What follows belongs to an exercise in optimizing a design on an open flow for small area, a short achievable clock period and few clock cycles per item; a production flow would make more cautious choices. The RTL was checked by simulation tests, not by an equivalence proof against the original design.

**design/flow/config.mk**
```make
export PLATFORM = sky130hd
export DESIGN_NAME = oncore_xtea
export DESIGN_NICKNAME = oncore_xtea
export VERILOG_FILES = /design/flow/design.v
export SDC_FILE = /design/flow/constraint.sdc
export NUM_CORES = 4
export LEC_CHECK = 0
export CAP_MARGIN = 20
export CORE_MARGIN = 2
export CORE_UTILIZATION = 40
export SLEW_MARGIN = 20
```
**design/flow/constraint.sdc**
```tcl
create_clock -name core_clock -period 12.0 [get_ports {clk}]
set_input_delay 2.4000 -clock core_clock [delete_from_list [all_inputs] [get_ports {clk}]]
set_output_delay 2.4000 -clock core_clock [all_outputs]
set_load 0.01 [all_outputs]
```
**design/flow/design.v**
```verilog
module oncore_xtea (
    input  wire        clk,
    input  wire        rst_n,         
    input  wire [2:0]  kop,           
    input  wire [2:0]  kaddr,         
    input  wire [31:0] kdata,
    input  wire [2:0]  kraddr,        
    output wire [31:0] krdata,
    output wire        old_valid,
    input  wire        start,
    input  wire        decrypt,       
    input  wire [1:0]  method,
    input  wire        ksel,          
    input  wire [7:0]  cpr,           
    input  wire        allow_noenc,
    input  wire [63:0] din,           
    output wire        ready,
    output reg         done,
    output reg         err,
    output wire [63:0] dout
);
    localparam [2:0] KOP_NONE   = 3'd0;
    localparam [2:0] KOP_WRITE  = 3'd1;
    localparam [2:0] KOP_ROTATE = 3'd2;
    localparam [2:0] KOP_COMMIT = 3'd3;
    localparam [2:0] KOP_OVALID = 3'd4;
    localparam [31:0] DELTA = 32'h9E3779B9;
    reg [31:0] cur_key [0:3];
    reg [31:0] old_key [0:3];
    reg        old_valid_r;
    integer j;
    always @(posedge clk) begin
        if (!rst_n) begin
            for (j = 0; j < 4; j = j + 1) begin
                cur_key[j] <= 32'd0;
                old_key[j] <= 32'd0;
            end
            old_valid_r <= 1'b0;
        end else if (ready && !start) begin
            case (kop)
                KOP_WRITE: begin
                    if (kaddr[2])
                        old_key[kaddr[1:0]] <= kdata;
                    else
                        cur_key[kaddr[1:0]] <= kdata;
                end
                KOP_ROTATE: begin
                    for (j = 0; j < 4; j = j + 1)
                        old_key[j] <= cur_key[j];
                    cur_key[3]  <= kdata;
                    old_valid_r <= 1'b1;
                end
                KOP_COMMIT: old_valid_r <= 1'b0;
                KOP_OVALID: old_valid_r <= kdata[0];
                default: ;
            endcase
        end
    end
    assign krdata    = kraddr[2] ? old_key[kraddr[1:0]] : cur_key[kraddr[1:0]];
    assign old_valid = old_valid_r;
    reg        busy;
    reg        dec_r;
    reg        ksel_r;
    reg [31:0] v0, v1, sum;
    reg [9:0]  cnt;
    assign ready = !busy;
    assign dout  = {v0, v1};
    function [31:0] key_word;
        input       use_old;
        input [1:0] idx;
        begin
            key_word = use_old ? old_key[idx] : cur_key[idx];
        end
    endfunction
    function [31:0] mix;
        input [31:0] v;
        begin
            mix = ((v << 4) ^ (v >> 5)) + v;
        end
    endfunction
    wire [8:0]  cpr_n    = (cpr == 8'd0) ? 9'd256 : {1'b0, cpr};
    wire [9:0]  n_cycles = method * cpr_n;
    wire [31:0] dec_sum0 = DELTA * n_cycles;
    wire [31:0] e_sum1 = sum + DELTA;
    wire [31:0] e_v0   = v0 + (mix(v1) ^ (sum + key_word(ksel_r, sum[1:0])));
    wire [31:0] e_v1   = v1 + (mix(e_v0) ^ (e_sum1 + key_word(ksel_r, e_sum1[12:11])));
    wire [31:0] d_sum1 = sum - DELTA;
    wire [31:0] d_v1   = v1 - (mix(v0) ^ (sum + key_word(ksel_r, sum[12:11])));
    wire [31:0] d_v0   = v0 - (mix(d_v1) ^ (d_sum1 + key_word(ksel_r, d_sum1[1:0])));
    wire bad_param = (method == 2'd0) ? !allow_noenc : (ksel && !old_valid_r);
    always @(posedge clk) begin
        if (!rst_n) begin
            busy <= 1'b0;
            done <= 1'b0;
            err  <= 1'b0;
        end else begin
            done <= 1'b0;
            if (busy) begin
                if (dec_r) begin
                    v0  <= d_v0;
                    v1  <= d_v1;
                    sum <= d_sum1;
                end else begin
                    v0  <= e_v0;
                    v1  <= e_v1;
                    sum <= e_sum1;
                end
                cnt <= cnt - 10'd1;
                if (cnt == 10'd1) begin
                    busy <= 1'b0;
                    done <= 1'b1;
                end
            end else if (start) begin
                err    <= bad_param;
                dec_r  <= decrypt;
                ksel_r <= ksel;
                v0     <= din[63:32];
                v1     <= din[31:0];
                sum    <= decrypt ? dec_sum0 : 32'd0;
                cnt    <= n_cycles;
                if (bad_param || method == 2'd0)
                    done <= 1'b1;
                else
                    busy <= 1'b1;
            end
        end
    end
endmodule
```
**design/flow/run.sh**
```bash
#!/bin/bash
# synth_recipe.tcl (not shown) runs the flow's synth.tcl, then flattens the netlist and writes it again
# the make line also repeats each setting of config.mk as NAME=value (left out here)
make -C /OpenROAD-flow-scripts/flow DESIGN_CONFIG=/design/flow/config.mk WORK_HOME=/design/flow/orfs CLKGATE_MAP_FILE= SYNTH_SCRIPT=/design/flow/synth_recipe.tcl finish
```
==> notes.md <==
Worst Setup End Kind=flip-flop; Ports=221; Synth Net Count=5,559; Yosys reg bits=372; Antenna diodes=0; fin util=0.450; via count=41,900; most frequent cells in the layout=471 x ha_1, 424 x xnor2_1, 386 x a21oi_1; Final ANT Viol Nets=0; Final Max Tran Viols=0; worst-path cell with the longest stage delay=a2111oi_0; DR iter-0 viols=4,362; Core Region=around 120,000 um2; number of clock sinks=372; skew final=64.3 ps; RSZ-0062 raised after global routing=no; worst slew pin tran=1130 ps; asr flop ratio synth=0; Syn Inst Count=around 4,900; crit-path max FO=17; Post-Layout Cell Count=6,717; max cap viols=0; CTS buffer count=49; fillers=about 12,000; Setup TNS Final=0 ps; Rows=129; Buffers on Ports=220; routed len/inst=~28 um; DRC Markers=0; CTS clk-pin slew, worst paths=70 ps; CP most frequent cell=a21oi_1; worst r2r path cells=41; Slew headroom=0.247; CTS tree=yes; YS warnings=1; Die ar.=127,000 um2; critical path class=flip-flop to flip-flop; Hold WC Path Type=flip-flop to flip-flop; final worst path period share=0.957; worst hold slack=495 ps; chip width=356 um; hold depth=2; post-synthesis sequential area ratio=0.224; synthesized area per cell=slightly above 10 um2; Synth Flop Type=edfxtp_1; Arrival @ worst endpoint=11,930 ps; htree depth=2; Worst setup SP type=flip-flop; status=finished clean; CP max stage delay=720 ps; Nets=5,738; Register Area=11,100 um2; area delta synth->final=11.9%; antenna violations before repair=9; Worst EP required=12,450 ps; Detailed Routing Iterations Pass 1=5; layout cell share with drive strength beyond 1=0.144; global-route wire length before repair=approximately 270,000 um; Final HPWL DP=145,000 um; commonest non-fill, non-tap cell in the layout=ha_1; Buf/Inv on CP=2; largest net degree at the start of global routing=~100; Cell variety after synth=88; dpl cells=between 6,000 and 7,000; GRT Overall Usage=0.291; vias in the first global route=40,700; worst skew pair latency=680 ps; Routability Congestion=0.986; Initial Util=0.402; clock buffer depth=3; Syn Std Cell Area=49,600 um2; Routed WL=190,000 um; root buf cell=clkbuf_16; EDFF count, synth=364; f_max=87.1 MHz; Synth area leader=edfxtp_1; GRT overflow=0; Levels on crit path=between 40 and 50; CTS Hold Buffers Added=0; Die Span Y=between 300 and 400 um; multi-input logic area=37,000 um2; cell family with most CP delay=compound AO/OA/AOI/OAI gates; endpoints failing hold=0; Yosys top cell area share=0.221; final setup fails=0; Vias per Instance=6.24; top cells by area, synth=edfxtp_1 22%, mux4_2 15%, ha_1 12%, xnor2_1 7.5%, xor2_1 4.3%; Period minus WS final=11,480 ps
[synthesized netlist by cell type, types with 9 or more instances]
master and count:
mux2_2 162, o21a_1 36, inv_1 235, nand4_1 31, a2111oi_0 12, a21boi_0 14
or2_2 14, buf_1 48, edfxtp_1 364, o21ai_0 208, o22ai_1 18, xor2_1 242
a22o_1 131, xnor2_1 425, o32ai_1 9, mux2i_1 38, and4_1 16, clkbuf_1 140
and2_1 127, a211oi_1 29, nand2b_1 54, nor3_1 49, nand3_1 62, o211ai_1 12
a31oi_1 34, a21oi_1 387, nor2b_1 90, o21bai_1 44, a31o_2 13, a21o_1 237
fa_1 99, ha_1 472, or3_1 20, nand2_1 208, nor2_1 279, o31ai_1 18
mux4_2 320, and3_1 27
[layer usage]
metal,global-route usage,routed length [um]
met5,0,101
met4,0.0892,6110
met3,0.0646,19100
met2,0.461,85500
met1,0.396,79000
[worst paths after layout]
check | start | endpoint | slack [ps]
worst min register to register | err | err | 490
worst min-delay path | err | err | 490
worst max-delay path | flip-flop | v1[31] | 520
worst max register to register | flip-flop | v1[31] | 520
[flip-flops by register name, summed over array words and instances, names as in the netlist, named ones only]
signal,flops
err,1
v1,32
old_key,128
old_valid_r,1
sum,32
dec_r,1
ksel_r,1
v0,32
busy,1
cnt,10
cur_key,128
done,1
[metrics by stage]
step | setup WS, ps | cell area [um2]
floorplan | 2130 | 49600
global placement | 211 | 53900
detailed placement | 114 | 53900
CTS | 92.7 | 55400
global route | 18.7 | 55500
finish | 519 | 55500
[cell type report]
cell class                      instances  share of cell area
Clock inverter                         30             0.00370
Inverter                              237              0.0161
Multi-Input combinational cell       4062               0.667
Sequential cell                       372               0.200
Tap cell                             1637              0.0369
Clock buffer                           55              0.0225
Timing Repair Buffer                  324              0.0541
[timing repair]
action / in CTS / in global routing
resized for setup: 0 / 8
endpoints found under the setup margin: 0 / 5
buffers inserted: 0 / 3
[worst reg2reg max path, delay by kind of cell, from the launching register on]
kind | cells | cell delay (ps)
adders and majority gates | 4 | 1280
muxes | 2 | 880
AOI/OAI and AO/OA | 19 | 4740
DFF | 1 | 570
buffers and inverters | 2 | 530
xor gates and xnor gates | 9 | 2280
and+or+nand+nor | 5 | 980
[kinds of logic after synthesis]
kind of cell,count (synthesis),share of synthesized area
AO/OA/AOI/OAI,1294,0.173
XOR/XNOR,673,0.120
adder cells (fa/ha/maj),571,0.159
buffers and inverters,433,0.0331
flip-flops,372,0.224
multiplexers,520,0.190
AND/OR/NAND/NOR,1004,0.101
Testbench counts, summed over its fixed seeds: cycles 123,880, items 2,400.

-- port drivers added, routing unchanged --
How much do the figures lean on ideal ports? The routed layout below was timed once more, with nothing changed but the port constraints.
Step 1, drivers: a clkbuf_16 drives clk and a buf_2 each remaining input, both assumed.
Step 2 also shifts input and output timing later by t, the mid clock arrival at the registers, as if the neighbouring blocks saw the same clock.
Three values: ideal, step 1, step 2; two values: the first two.
shift t [ns]: 0.731
slack for setup (ns): 0.519 / 0.519 / 0.519
worst setup path after step 2: register to register
pins driven straight from the clock port: 1
After both steps setup and hold are still met in this run. For this run, drivers alone change the setup slack by 0.000 ns; drivers and shift together by 0.000 ns.
